Context: an optimization exercise on an open-source flow, tuned for a short achievable clock period and few clock cycles. The choices shown serve that exercise and are no tape-out recipe. Only simulation tests tie the RTL to the original design; equivalence was not proved. No activity file was given, so power comes from the tool's default toggle rates.

==> flow/design.v <==
module e900_core (
    input  wire        clk,
    input  wire        rst,
    input  wire [27:0] limit,
    output reg         mem_req,
    output reg         mem_we,
    output reg  [13:0] mem_addr,
    output reg  [17:0] mem_wdata,
    input  wire        mem_gnt,
    input  wire [17:0] mem_rdata,
    output reg         rdr_req,
    input  wire        rdr_ack,
    input  wire [1:0]  rdr_resp,
    input  wire [7:0]  rdr_byte,
    output reg         out_req,
    output reg         out_tty,
    output reg  [7:0]  out_data,
    input  wire        out_ack,
    input  wire        out_err,
    output reg         tr_valid,
    output reg  [17:0] tr_addr,
    output reg  [17:0] tr_inst,
    output reg  [17:0] tr_a,
    output reg  [17:0] tr_q,
    output reg  [17:0] tr_b,
    output wire        halted,
    output reg  [3:0]  outcome,
    output reg  [17:0] info,
    output wire [17:0] acc,
    output wire [17:0] ext,
    output wire        level4
);
    localparam [3:0] OC_STOP     = 4'd0,
                     OC_ADDR     = 4'd1,
                     OC_TAPECODE = 4'd2,
                     OC_TAPEEND  = 4'd3,
                     OC_SHIFT    = 4'd4,
                     OC_IO       = 4'd5,
                     OC_LIMIT    = 4'd6,
                     OC_OPEN     = 4'd7,
                     OC_DIVZERO  = 4'd8;
    localparam [1:0] RD_BYTE = 2'd0, RD_EOF = 2'd1, RD_OPENFAIL = 2'd2;
    localparam [3:0] S_INIT = 4'd0,     
                     S_RUN  = 4'd1,     
                     S_WB   = 4'd2,     
                     S_CW   = 4'd3,     
                     S_M1   = 4'd4,     
                     S_M2   = 4'd5,     
                     S_D0   = 4'd6,     
                     S_DIV  = 4'd7,     
                     S_DEND = 4'd8,     
                     S_HWB  = 4'd9,     
                     S_HALT = 4'd10;
    reg [3:0]  state;
    reg [17:0] a_reg, q_reg;
    reg        lvl4;
    reg [27:0] budget;
    reg        limit_pend;
    reg [17:0] cw0, cw1, cw6, cw7;
    reg [3:0]  dirty;
    reg [3:0]  qv;
    reg [3:0]  qs;                   
    reg [3:0]  qc;                   
    reg [13:0] qa [0:3];
    reg [17:0] qi [0:3];
    reg [15:0] qm [0:3];
    reg [17:0] fpc;
    reg        infl;                 
    reg        infl_c;               
    reg [13:0] infl_a;
    reg [17:0] infl_d;
    reg [2:0]  init_n;
    reg        init_rv;
    reg [1:0]  init_ri;
    reg        have0;
    reg [3:0]  wb_f;
    reg [15:0] wb_m;
    reg [13:0] cnt_a;
    reg [17:0] cnt_d;
    reg [17:0] mx, my;
    reg        mxneg;
    reg [24:0] pa, pb;
    reg [23:0] pc;
    reg [35:0] dvd;
    reg [17:0] dvs;
    reg [19:0] dvs3;
    reg [17:0] rem;
    reg [3:0]  dcnt;
    reg        dneg;
    assign halted = (state == S_HALT);
    assign acc    = a_reg;
    assign ext    = q_reg;
    assign level4 = lvl4;
    function [17:0] cget(input [1:0] i);
        case (i)
            2'd0: cget = cw0;
            2'd1: cget = cw1;
            2'd2: cget = cw6;
            default: cget = cw7;
        endcase
    endfunction
    function is_cw(input [13:0] ad);
        is_cw = (ad[13:3] == 11'd0) && (ad[2] == ad[1]);
    endfunction
    wire [1:0]  scr_i = {lvl4, 1'b0};
    wire [1:0]  b_i   = {lvl4, 1'b1};
    wire [13:0] scr_loc = lvl4 ? 14'd6 : 14'd0;
    wire [13:0] b_loc   = lvl4 ? 14'd7 : 14'd1;
    wire [17:0] scr_v = lvl4 ? cw6 : cw0;
    wire [17:0] b_v   = lvl4 ? cw7 : cw1;
    wire        hv      = qv[0];
    wire [13:0] h_a     = qa[0];
    wire [17:0] h_i     = qi[0];
    wire [15:0] h_m     = qm[0];
    wire        h_stale = qs[0] & h_i[17];
    wire [3:0]  f       = h_i[16:13];
    wire [12:0] n       = h_m[12:0];
    wire        m_ok    = (h_m[15:14] == 2'b00);
    wire        m_c     = m_ok && is_cw(h_m[13:0]);
    wire [1:0]  m_ci    = {h_m[2], h_m[0]};
    wire [17:0] last_s  = {4'd0, h_a};
    wire [17:0] s_inc   = last_s + 18'd1;
    wire [17:0] cv      = (m_ci == scr_i) ? s_inc : cget(m_ci);
    wire id_act = (state == S_RUN) && !limit_pend && hv && !h_stale;
    wire is_rd = (f == 4'd0) || (f == 4'd1) || (f == 4'd2) || (f == 4'd4) ||
                 (f == 4'd6) || (f == 4'd10) || (f == 4'd12) || (f == 4'd13);
    wire is_st = (f == 4'd3) || (f == 4'd5) || (f == 4'd11);
    wire is_j  = (f == 4'd7) || (f == 4'd8) || (f == 4'd9);
    wire jtake = (f == 4'd8) || (f == 4'd7 && a_reg == 18'd0) || (f == 4'd9 && a_reg[17]);
    wire protect = !lvl4 && (h_m >= 16'd8180) && (h_m <= 16'd8191);
    wire st_skip = (f == 4'd5) && protect;
    wire st_do   = is_st && !st_skip;
    wire rd_port = is_rd && m_ok && !m_c;
    wire st_port = st_do && m_ok && !m_c;
    wire st_cw   = st_do && m_c;
    wire cnt_cw  = (f == 4'd10) && m_c;
    wire [17:0] st_val = (f == 4'd3) ? {1'b0, q_reg[17:1]} :
                         (f == 4'd5) ? a_reg : {5'd0, s_inc[12:0]};
    wire id_port = id_act && (rd_port || st_port);
    wire       io     = (f == 4'd15);
    wire       io_sw  = io && (n == 13'd7168);
    wire       io_rd  = io && (n == 13'd2048);
    wire       io_pu  = io && (n == 13'd6144);
    wire       io_tt  = io && (n == 13'd6148);
    wire [6:0] tty_c  = a_reg[6:0];
    wire       tty_ok = (tty_c == 7'd10) || (tty_c >= 7'd32 && tty_c <= 7'd122);
    wire       rdr_need = id_act && io_rd;
    wire       out_need = id_act && (io_pu || (io_tt && tty_ok));
    wire go = id_act && (!id_port || mem_gnt) && (!rdr_need || rdr_ack) &&
              (!out_need || out_ack);
    wire        lsw    = io_sw && !lvl4;
    wire        jmp    = is_j && jtake;
    wire        scr_wr = (st_cw || cnt_cw) && (m_ci == scr_i);
    wire [17:0] cw_val = cnt_cw ? (cv + 18'd1) : st_val;
    wire        redir  = jmp || scr_wr || lsw;
    wire [17:0] new_scr = jmp ? {2'b00, h_m} : lsw ? cw6 : scr_wr ? cw_val : s_inc;
    wire        stop   = redir && (new_scr == last_s);
    wire        shl  = (n[12:11] == 2'b00);
    wire        shr  = (n[12:11] == 2'b11);
    wire [5:0]  sh_l = ((n[12:6] != 7'd0) || (n[5:0] >= 6'd36)) ? 6'd36 : n[5:0];
    wire [5:0]  sh_r = (n <= 13'd8156) ? 6'd36 : (6'd0 - n[5:0]);
    wire [35:0] aq   = {a_reg, q_reg};
    wire [35:0] aq_l = aq << sh_l;
    wire [35:0] aq_r = $signed(aq) >>> sh_r;
    wire id_err = ((is_rd || st_do) && !m_ok) ||
                  ((f == 4'd14) && !shl && !shr) ||
                  (io && !io_sw && !io_rd && !io_pu && !io_tt) ||
                  (io_rd && (rdr_resp != RD_BYTE || rdr_byte[7])) ||
                  (io_pu && out_err) ||
                  ((f == 4'd13) && m_c && (cv == 18'd0));
    function qhit(input [13:0] ad);
        integer k;
        begin
            qhit = infl && (infl_a == ad);
            for (k = 0; k < 4; k = k + 1)
                if (qv[k] && qa[k] == ad) qhit = 1'b1;
        end
    endfunction
    wire any_qc = |(qv & qc) || (infl && is_cw(infl_a));
    wire id_hit = qhit(scr_loc) ||
                  ((st_do || cnt_cw) && m_ok && qhit(h_m[13:0])) ||
                  ((f == 4'd0) && m_c && qhit(b_loc));
    wire id_flush = go && (redir || id_hit);
    wire wb_flush = (state == S_WB) && (wb_f == 4'd0) && qhit(b_loc);
    wire cw_flush = (state == S_CW) && mem_gnt && qhit(cnt_a);
    wire flush    = id_flush || wb_flush || cw_flush;
    wire fl_pre = (id_act && (redir || st_do || ((f == 4'd10 || f == 4'd0) && m_c) || any_qc)) ||
                  ((state == S_WB) && (wb_f == 4'd0) && any_qc) ||
                  (state == S_CW);
    wire [2:0] qcnt = {2'b00, qv[0]} + {2'b00, qv[1]} + {2'b00, qv[2]} + {2'b00, qv[3]};
    wire       room = (qcnt + {2'b00, infl}) < 3'd4;
    wire       f_ok = (fpc[17:14] == 4'd0);
    wire       f_cw = is_cw(fpc[13:0]);
    wire       f_st = (state == S_RUN) || (state == S_WB) || (state == S_M1) ||
                      (state == S_M2) || (state == S_D0) || (state == S_DIV) ||
                      (state == S_DEND) || (state == S_INIT && init_n == 3'd4 && have0);
    wire exec_port = (state == S_INIT && init_n != 3'd4) || (state == S_CW) ||
                     (state == S_HWB) || id_port;
    wire [15:0] rf_t = jmp ? h_m : cw6[15:0];
    wire rf = id_act && (jmp || lsw) && (jmp ? m_ok : (cw6[17:14] == 4'd0)) &&
              !is_cw(rf_t[13:0]);
    wire sf = f_st && !fl_pre && !exec_port && f_ok && !f_cw && room;
    wire cf = f_st && (state != S_INIT) && !id_act && !fl_pre &&
              !((state == S_WB) && (wb_f == 4'd0)) && f_ok && f_cw && room;
    wire [17:0] in_i = infl_c ? infl_d : mem_rdata;
    wire [15:0] in_a = {2'b00, infl_a[13], in_i[12:0]};
    wire [15:0] in_m = in_i[17] ? (in_a + b_v[15:0]) : in_a;
    wire        enq  = infl && !flush;
    wire b_chg = (go && ((f == 4'd0 && m_c) || ((st_cw || cnt_cw) && m_ci[0]) || lsw)) ||
                 ((state == S_WB) && (wb_f == 4'd0));
    wire [1:0] hsel = !dirty[0] ? (!dirty[1] ? (!dirty[2] ? 2'd3 : 2'd2) : 2'd1) : 2'd0;
    wire [3:0] hone = 4'b0001 << hsel;
    always @(*) begin
        mem_req   = 1'b0;
        mem_we    = 1'b0;
        mem_addr  = fpc[13:0];
        mem_wdata = st_val;
        if (state == S_INIT && init_n != 3'd4) begin
            mem_req  = 1'b1;
            mem_addr = {11'd0, init_n[1], init_n[1], init_n[0]};
        end else if (state == S_HWB) begin
            mem_req   = |dirty;
            mem_we    = 1'b1;
            mem_addr  = {11'd0, hsel[1], hsel[1], hsel[0]};
            mem_wdata = cget(hsel);
        end else if (state == S_CW) begin
            mem_req   = 1'b1;
            mem_we    = 1'b1;
            mem_addr  = cnt_a;
            mem_wdata = cnt_d;
        end else if (id_port) begin
            mem_req  = 1'b1;
            mem_we   = st_port;
            mem_addr = h_m[13:0];
        end else if (rf) begin
            mem_req  = 1'b1;
            mem_addr = rf_t[13:0];
        end else if (sf) begin
            mem_req  = 1'b1;
        end
    end
    always @(*) begin
        rdr_req  = rdr_need;
        out_req  = out_need;
        out_tty  = io_tt;
        out_data = io_tt ? {1'b0, tty_c} : a_reg[7:0];
    end
    function [19:0] r4(input [17:0] r, input [1:0] b, input [17:0] d, input [19:0] d3);
        reg [19:0] x, d1, d2, y;
        reg [1:0]  q;
        begin
            x  = {r, b};
            d1 = {2'b00, d};
            d2 = {1'b0, d, 1'b0};
            if (x >= d3)      begin q = 2'd3; y = x - d3; end
            else if (x >= d2) begin q = 2'd2; y = x - d2; end
            else if (x >= d1) begin q = 2'd1; y = x - d1; end
            else              begin q = 2'd0; y = x;      end
            r4 = {q, y[17:0]};
        end
    endfunction
    wire [19:0] st1 = r4(rem, dvd[35:34], dvs, dvs3);
    wire [19:0] st2 = r4(st1[17:0], dvd[33:32], dvs, dvs3);
    reg [3:0] skip;
    integer sk;
    always @(*) begin
        skip = 4'd0;
        for (sk = 1; sk <= 9; sk = sk + 1)
            if ((dvd >> (36 - 4 * sk)) < {18'd0, dvs}) skip = sk[3:0];
    end
    wire [35:0] dvd_top = dvd >> (36 - 4 * skip);
    wire [17:0] quo_mag = dvd[17:0];
    wire [17:0] quo     = dneg ? ((18'd0 - quo_mag) - ((rem != 18'd0) ? 18'd1 : 18'd0))
                               : quo_mag;
    wire [35:0] p_sum = {{11{pa[24]}}, pa} + {{5{pb[24]}}, pb, 6'd0} + {pc, 12'd0};
    task halt_with(input [3:0] code, input [17:0] why);
        begin
            outcome <= code;
            info    <= why;
            state   <= S_HWB;
        end
    endtask
    task cset(input [1:0] i, input [17:0] v);
        begin
            case (i)
                2'd0: cw0 <= v;
                2'd1: cw1 <= v;
                2'd2: cw6 <= v;
                default: cw7 <= v;
            endcase
            dirty[i] <= 1'b1;
        end
    endtask
    task div_start(input [17:0] d);
        begin
            dvd  <= a_reg[17] ? (36'd0 - aq) : aq;
            dvs  <= d[17] ? (18'd0 - d) : d;
            dneg <= a_reg[17] ^ d[17];
            state <= S_D0;
        end
    endtask
    integer i;
    reg [2:0] pos;
    always @(posedge clk) begin
        if (rst) begin
            state      <= S_INIT;
            lvl4       <= 1'b0;
            a_reg      <= 18'd0;
            q_reg      <= 18'd0;
            budget     <= limit;
            limit_pend <= 1'b0;
            outcome    <= 4'd0;
            info       <= 18'd0;
            dirty      <= 4'd0;
            qv         <= 4'd0;
            infl       <= 1'b0;
            init_n     <= 3'd0;
            init_rv    <= 1'b0;
            have0      <= 1'b0;
            tr_valid   <= 1'b0;
        end else begin
            tr_valid <= 1'b0;
            pos = qcnt - {2'b00, go};
            for (i = 0; i < 4; i = i + 1) begin
                if (flush) begin
                    qv[i] <= 1'b0;
                end else if (go ? (i < 3 && qv[i + 1]) : qv[i]) begin
                    qv[i] <= 1'b1;
                    qa[i] <= go ? qa[i + 1] : qa[i];
                    qi[i] <= go ? qi[i + 1] : qi[i];
                    qm[i] <= go ? qm[i + 1] : qm[i];
                    qc[i] <= go ? qc[i + 1] : qc[i];
                    qs[i] <= (go ? qs[i + 1] : qs[i]) | b_chg;
                end else if (enq && pos == i) begin
                    qv[i] <= 1'b1;
                    qa[i] <= infl_a;
                    qi[i] <= in_i;
                    qm[i] <= in_m;
                    qc[i] <= is_cw(infl_a);
                    qs[i] <= b_chg;
                end else begin
                    qv[i] <= 1'b0;
                end
            end
            if (state == S_RUN && !limit_pend && hv && h_stale && !flush) begin
                qm[0] <= {2'b00, h_a[13], h_i[12:0]} + b_v[15:0];
                qs[0] <= 1'b0;
            end
            if (flush) begin
                infl   <= rf && mem_gnt;
                infl_c <= 1'b0;
                infl_a <= rf_t[13:0];
                fpc    <= (rf && mem_gnt) ? ({2'b00, rf_t} + 18'd1) :
                          id_flush ? new_scr : scr_v;
            end else begin
                infl   <= (sf && mem_gnt) || cf;
                infl_c <= cf;
                infl_a <= fpc[13:0];
                infl_d <= cget({fpc[2], fpc[0]});
                if ((sf && mem_gnt) || cf) fpc <= fpc + 18'd1;
            end
            case (state)
            S_INIT: begin
                if (init_n != 3'd4 && mem_gnt) init_n <= init_n + 3'd1;
                init_rv <= (init_n != 3'd4) && mem_gnt;
                init_ri <= init_n[1:0];
                if (init_rv) begin
                    case (init_ri)
                        2'd0: cw0 <= mem_rdata;
                        2'd1: cw1 <= mem_rdata;
                        2'd2: cw6 <= mem_rdata;
                        default: cw7 <= mem_rdata;
                    endcase
                    if (init_ri == 2'd0) begin
                        fpc   <= mem_rdata;
                        have0 <= 1'b1;
                    end
                    if (init_ri == 2'd3) state <= S_RUN;
                end
            end
            S_RUN: begin
                if (limit_pend) begin
                    halt_with(OC_LIMIT, 18'd0);
                end else if (!hv && !infl && scr_v[17:14] != 4'd0) begin
                    cset(scr_i, scr_v + 18'd1);
                    halt_with(OC_ADDR, scr_v);
                end else if (go) begin
                    tr_valid <= 1'b1;
                    tr_addr  <= last_s;
                    tr_inst  <= h_i;
                    tr_a     <= a_reg;
                    tr_q     <= q_reg;
                    tr_b     <= b_v;
                    cset(scr_i, s_inc);
                    case (f)
                    4'd0, 4'd1, 4'd2, 4'd4, 4'd6, 4'd10, 4'd12, 4'd13: begin
                        if (!m_ok) begin
                            halt_with(OC_ADDR, {2'b00, h_m});
                        end else if (!m_c) begin
                            wb_f  <= f;
                            wb_m  <= h_m;
                            state <= S_WB;
                        end else begin
                            case (f)
                            4'd0: begin q_reg <= cv; cset(b_i, cv); end
                            4'd1: a_reg <= a_reg + cv;
                            4'd2: begin a_reg <= cv - a_reg; q_reg <= {2'b00, h_m}; end
                            4'd4: a_reg <= cv;
                            4'd6: a_reg <= a_reg & cv;
                            4'd10: cset(m_ci, cv + 18'd1);
                            4'd12: begin mx <= a_reg; my <= cv; state <= S_M1; end
                            default: begin
                                if (cv == 18'd0) halt_with(OC_DIVZERO, {2'b00, h_m});
                                else div_start(cv);
                            end
                            endcase
                        end
                    end
                    4'd3, 4'd5, 4'd11: begin
                        if (f == 4'd11) q_reg <= {s_inc[17:13], 13'd0};
                        if (st_do) begin
                            if (!m_ok) halt_with(OC_ADDR, {2'b00, h_m});
                            else if (m_c) cset(m_ci, st_val);
                        end
                    end
                    4'd7, 4'd8, 4'd9: begin
                        if (jtake) cset(scr_i, {2'b00, h_m});
                    end
                    4'd14: begin
                        if (shl) begin
                            a_reg <= aq_l[35:18];
                            q_reg <= aq_l[17:0];
                        end else if (shr) begin
                            a_reg <= aq_r[35:18];
                            q_reg <= aq_r[17:0];
                        end else begin
                            halt_with(OC_SHIFT, {5'd0, n});
                        end
                    end
                    default: begin
                        if (io_sw) begin
                            lvl4 <= 1'b1;
                        end else if (io_rd) begin
                            if (rdr_resp == RD_OPENFAIL)
                                halt_with(OC_OPEN, 18'd0);
                            else if (rdr_resp != RD_BYTE)
                                halt_with(OC_TAPEEND, 18'd0);
                            else if (rdr_byte[7])
                                halt_with(OC_TAPECODE, {10'd0, rdr_byte});
                            else
                                a_reg <= {a_reg[10:0], rdr_byte[6:0]};
                        end else if (io_pu) begin
                            if (out_err) halt_with(OC_OPEN, 18'd1);
                        end else if (!io_tt) begin
                            halt_with(OC_IO, {5'd0, n});
                        end
                    end
                    endcase
                    if (!id_err) begin
                        if (stop) begin
                            halt_with(OC_STOP, last_s);
                        end else begin
                            budget <= budget - 28'd1;
                            if (budget == 28'd1) limit_pend <= 1'b1;
                        end
                    end
                end
            end
            S_WB: begin
                case (wb_f)
                4'd0: begin q_reg <= mem_rdata; cset(b_i, mem_rdata); state <= S_RUN; end
                4'd1: begin a_reg <= a_reg + mem_rdata; state <= S_RUN; end
                4'd2: begin a_reg <= mem_rdata - a_reg; q_reg <= {2'b00, wb_m}; state <= S_RUN; end
                4'd4: begin a_reg <= mem_rdata; state <= S_RUN; end
                4'd6: begin a_reg <= a_reg & mem_rdata; state <= S_RUN; end
                4'd10: begin
                    cnt_a <= wb_m[13:0];
                    cnt_d <= mem_rdata + 18'd1;
                    state <= S_CW;
                end
                4'd12: begin mx <= a_reg; my <= mem_rdata; state <= S_M1; end
                default: begin
                    if (mem_rdata == 18'd0) halt_with(OC_DIVZERO, {2'b00, wb_m});
                    else div_start(mem_rdata);
                end
                endcase
            end
            S_CW: begin
                if (mem_gnt) state <= S_RUN;
            end
            S_M1: begin
                mxneg <= mx[17];
                pa <= $signed(mx) * $signed({1'b0, my[5:0]});
                pb <= $signed(mx) * $signed({1'b0, my[11:6]});
                pc <= $signed(mx) * $signed(my[17:12]);
                state <= S_M2;
            end
            S_M2: begin
                a_reg <= p_sum[34:17];
                q_reg <= {p_sum[16:0], mxneg};
                state <= S_RUN;
            end
            S_D0: begin
                dvs3 <= {2'b00, dvs} + {1'b0, dvs, 1'b0};
                rem  <= dvd_top[17:0];
                dvd  <= dvd << (4 * skip);
                dcnt <= 4'd9 - skip;
                state <= (skip == 4'd9) ? S_DEND : S_DIV;
            end
            S_DIV: begin
                rem  <= st2[17:0];
                dvd  <= {dvd[31:0], st1[19:18], st2[19:18]};
                dcnt <= dcnt - 4'd1;
                if (dcnt == 4'd1) state <= S_DEND;
            end
            S_DEND: begin
                a_reg <= quo | 18'd1;
                q_reg <= quo & 18'o777776;
                state <= S_RUN;
            end
            S_HWB: begin
                if (dirty == 4'd0) begin
                    state <= S_HALT;
                end else if (mem_gnt) begin
                    dirty[hsel] <= 1'b0;
                    if ((dirty & ~hone) == 4'd0) state <= S_HALT;
                end
            end
            default: ;
            endcase
        end
    end
endmodule
==> flow/run.sh <==
#!/bin/bash
# synth_recipe.tcl (not shown) runs the flow's synth.tcl, then flattens the netlist and writes it again
# the make line also repeats each setting of config.mk as NAME=value (left out here)
make -C /OpenROAD-flow-scripts/flow DESIGN_CONFIG=/design/flow/config.mk WORK_HOME=/design/flow/orfs CLKGATE_MAP_FILE= SYNTH_SCRIPT=/design/flow/synth_recipe.tcl finish
==> flow/config.mk <==
export PLATFORM = sky130hd
export DESIGN_NAME = e900_core
export DESIGN_NICKNAME = e900_core
export VERILOG_FILES = /design/flow/design.v
export SDC_FILE = /design/flow/constraint.sdc
export NUM_CORES = 4
export LEC_CHECK = 0
export CAP_MARGIN = 20
export CORE_MARGIN = 2
export CORE_UTILIZATION = 30
export PLACE_DENSITY = 0.45
export SLEW_MARGIN = 20
==> flow/constraint.sdc <==
create_clock -name core_clock -period 8.0 [get_ports {clk}]
set_input_delay 1.6000 -clock core_clock [delete_from_list [all_inputs] [get_ports {clk}]]
set_output_delay 1.6000 -clock core_clock [all_outputs]
set_load 0.01 [all_outputs]
==> summary.txt <==
### Floorplan
• Top-Level Pins: 258
• overall die area: 267,200 um^2
• Die H: 516.9 um
• Std-Cell Core Area: 262,000 um^2
• number of core rows: 188
• starting utilization of the core area: 0.3012
• floorplan die width: 516.9 um

### Hold path
• endpoint of the worst hold path: tr_inst[4]$_DFFE_PP_
• HP Start: qi[0][4]$_DFFE_PP_
• class of the tightest hold or removal check: flip-flop to flip-flop
• hold depth: 0

### CTS
• post-CTS repair timing setup buffer count: 0
• post-cts sizing count: 0
• Root Buffer Master: clkbuf_16
• Max H-tree Level: 3
• number of buffers inserted during clock tree synthesis: 103
• post-CTS clock slew at the launch and capture registers of the worst setup and hold paths: 70 ps
• count of hold-fix buffers inserted at cts: 0
• TritonCTS clock tree: yes
• number of sinks handled by clock tree synthesis: 777
• buffer depth of the longest clock path: 3
• worst skew pair latency: 840 ps

### Critical path
• FF-to-FF path depth: 25
• Crit path largest cell delay: 610 ps
• kind of end point of the critical path: output port
• cells traversed along the worst timing path: buf_4 -> nand3b_1 -> nor4_1 -> a31o_2 -> nand2_1 -> o21ai_0 -> buf_4 -> ha_1 -> nand4b_1 -> a2111oi_4 -> a41oi_4 -> buf_4 -> mux2i_1 -> o211ai_1 -> o21a_1 -> a21oi_1 -> a21oi_1 -> clkdlybuf4s50_1
• cell with the largest stage delay on the worst path: nor4_1
• most frequent CP cell: buf_4
• Critical Setup Path Class: flip-flop to output port
• Max Fanout on Critical Path: 30
• Critical Path RT: 6400 ps
• top cell family by delay on the critical path: compound AO/OA/AOI/OAI gates
• startpoint of the worst-slack reg-to-reg timing path: dvd[34]$_DFFE_PP_
• Buffers & Inverters on Critical Path: 4
• Critical Path AT: 6030 ps
• register-to-register setup slack: 620 ps
• Crit Reg-Reg Endpoint: rem[7]$_DFFE_PP_
• critical path startpoint category: flip-flop

### Final layout
• area growth from synthesis to final layout: 14.72%
• number of nets in the finished design: 10,000
• layout cells sized above 1: 0.09912
• max FFs per register: 72
• register containing the most flip-flops in the final layout: qi
• Largest regs: qi x72, qm x64, qa x56

### Global routing
• all-layer global routing usage: 0.3073
• first-pass GRT wire length: 584,200 um
• initial antenna violation count: 47
• global route total overflow: 0
• via count of the first global-routing pass: 73,260
• largest net degree at the start of global routing: 89

### Yosys
• mean post-synth cell area: 8.797 um^2
• EDFF count, synth: 698
• sequential element share of the synthesized area: 0.2856
• area of the mapped netlist: 78,930 um^2
• Yosys warnings: 7
• unique cell type count in the Yosys netlist: 121
• synthesized flop and latch total: 777
• ys async rst share: 0
• most instantiated flip-flop cell in the synthesis netlist: edfxtp_1
• Gate Count Post-Synth: 8,972

### Routing
• post-DR wirelength/cell: 33.15 um
• per-cell via count in the routed design: 6.042
• number of DRC violations after detailed-routing iteration 0: 10,270
• remaining antenna violation count after routing: 0
• drt first pass iters: 9
• via count: 77,080
• overall routed net length: 423,000 um
• Post-route DRC: 0

### Timing
• transition time at the pin with the least slew margin: 1346 ps
• Final Max Tran Viols: 0
• Worst Clk Skew: 95.11 ps
• Setup TNS Final: 0 ps
• final hold vios: 0
• worst slew margin relative to its limit: 0.09713
• setup repair after global routing missed its margin: no
• post-route minimum period: 7627 ps
• fmax: 0.1311 GHz
• final worst-path setup slack: 372.7 ps
• Final setup violation count: 0
• final clock period utilization by the worst path: 0.9534

### Placement
• DP Wirelength: 322,700 um
• post-placement worst setup slack: 722.4 ps
• routability cong.: 1.052
• number of buffers added on ports: 253

### Pwr
• cell leakage power: 35.09 nW
• pwr/cell area: 348.7 nW/um^2
• IR Drop Worst-Case VDD: 0.2240 mV

### Status
• run status: no timing/DRC/antenna violations

### Flow run
• Max Cap Viol: 0

power breakdown:
part           internal [W]  total, W  switching, W
combinational       0.00777    0.0203        0.0125
clock               0.00276   0.00492       0.00217
sequential          0.00557   0.00633      0.000762
total                0.0161    0.0316        0.0155
stage by stage:
| stage | hold slack (ps) | cell area, um^2 | std cells | utilization | power [W] |
|---|---|---|---|---|---|
| final | 462.2 | 90540 | 12760 | 0.3455 | 0.03157 |
| after global routing | 484.4 | 90530 | 12750 | 0.3455 | 0.03356 |
| after CTS | 463.3 | 90440 | 12740 | 0.3451 | 0.03130 |
| after detailed placement | 451.4 | 86930 | 12550 | 0.3318 | 0.02621 |
| after global placement | 456.9 | 86920 | 12550 | 0.3317 | 0.02615 |
| after floorplan | 420.6 | 78940 | 8975 | - | 0.01938 |
area by class of cell:
cell class / instances / area, um^2
inverters: 445 / 1674
clock buffers: 120 / 2683
diodes: 11 / 27.53
flip-flops and latches: 777 / 22550
multi-input cells: 7167 / 52680
clock inverters: 69 / 822.0
well taps: 3515 / 4398
fillers: 27050 / 171500
repair buffers: 653 / 5713
routing by layer:
metal  GRT usage  part of all wire  vias up
met3     0.06286             0.092     1030
met5           0           0.00055        -
met1      0.4118              0.42    38400
li1            -                 -    33360
met2      0.4596              0.42     4252
met4      0.1708             0.065       34
how the worst max path moves through the flow:
stage | startpoint | endpoint | slack [ps] | cells past startpoint
2_1_floorplan | qm[0][0]$_DFFE_PP_ | qa[1][0]$_DFFE_PP_ | 70 | 19
3_3_place_gp | dvd[34]$_DFFE_PP_ | rem[7]$_DFFE_PP_ | 840 | 25
3_5_place_dp | dvd[34]$_DFFE_PP_ | rem[7]$_DFFE_PP_ | 720 | 24
4_1_cts | qi[0][15]$_DFFE_PP_ | mem_addr[1] | 410 | 18
5_1_grt | dvd[34]$_DFFE_PP_ | rem[9]$_DFFE_PP_ | 190 | 25
6_report | qi[0][15]$_DFFE_PP_ | mem_addr[1] | 370 | 18
Yosys cell counts (all sizes together), types with 99 or more instances:
cell,count,share of area
xnor2,451,0.050
xor2,163,0.018
a21o,148,0.014
nand3,230,0.015
mux2i,279,0.035
and2,207,0.016
buf,155,0.010
inv,434,0.021
o211ai,99,0.0094
ha,557,0.088
a21oi,641,0.041
nor2,667,0.032
edfxtp,698,0.27
o21ai,633,0.040
mux2,104,0.015
nor4,100,0.0084
nor3,196,0.013
clkbuf,431,0.021
nand2,859,0.041
fa,236,0.060
a211oi,125,0.012
cells by family (layout without fill, tap and decap cells):
group                    count (synthesis)  in the layout  synth area share
AO/OA/AOI/OAI                         2515           2515            0.2053
XOR/XNOR                               614            614           0.06856
adder cells (fa/ha/maj)                794            794            0.1483
buffers and inverters                 1031           1287           0.05204
flip-flops                             777            777            0.2856
multiplexers                           451            451           0.06967
other                                    1             15        0.00004751
AND/OR/NAND/NOR                       2789           2789            0.1705
cell usage in the layout (no fill, tap or decap), types with 236 or more instances in the layout:
cell             Yosys  layout
nand2_1            857     854
edfxtp_1           698     698
nor2_1             664     649
a21oi_1            641     636
o21ai_0            625     616
ha_1               557     557
xnor2_1            450     450
inv_1              431     430
buf_4               25     385
mux2i_1            278     272
clkdlybuf4s50_1      0     252
fa_1               236     236
Testbench counts, summed over its fixed seeds: cycles 36,910.

## static timing again, ports no longer ideal
Ports are ideal in the flow. The routed layout listed here was re-timed in OpenROAD. Step 1 assumes that a clkbuf_16 drives the clock port and a buf_2 every other input. Step 2 times the ports against the registers' clock, not the clock port: input delays grow and output delays shrink by t, the midpoint of the rising clock arrivals with the driver on. Slacks: no drivers / after step 1 / after step 2; pairs: no drivers / after step 1.
t (ns): 0.894
setup slack, ns: 0.373 / 0.275 / 0.618
worst setup path after step 2: register to register
After both steps setup and hold are still met in this run. For this run, drivers alone change the setup slack by -0.098 ns; drivers and shift together by +0.245 ns.
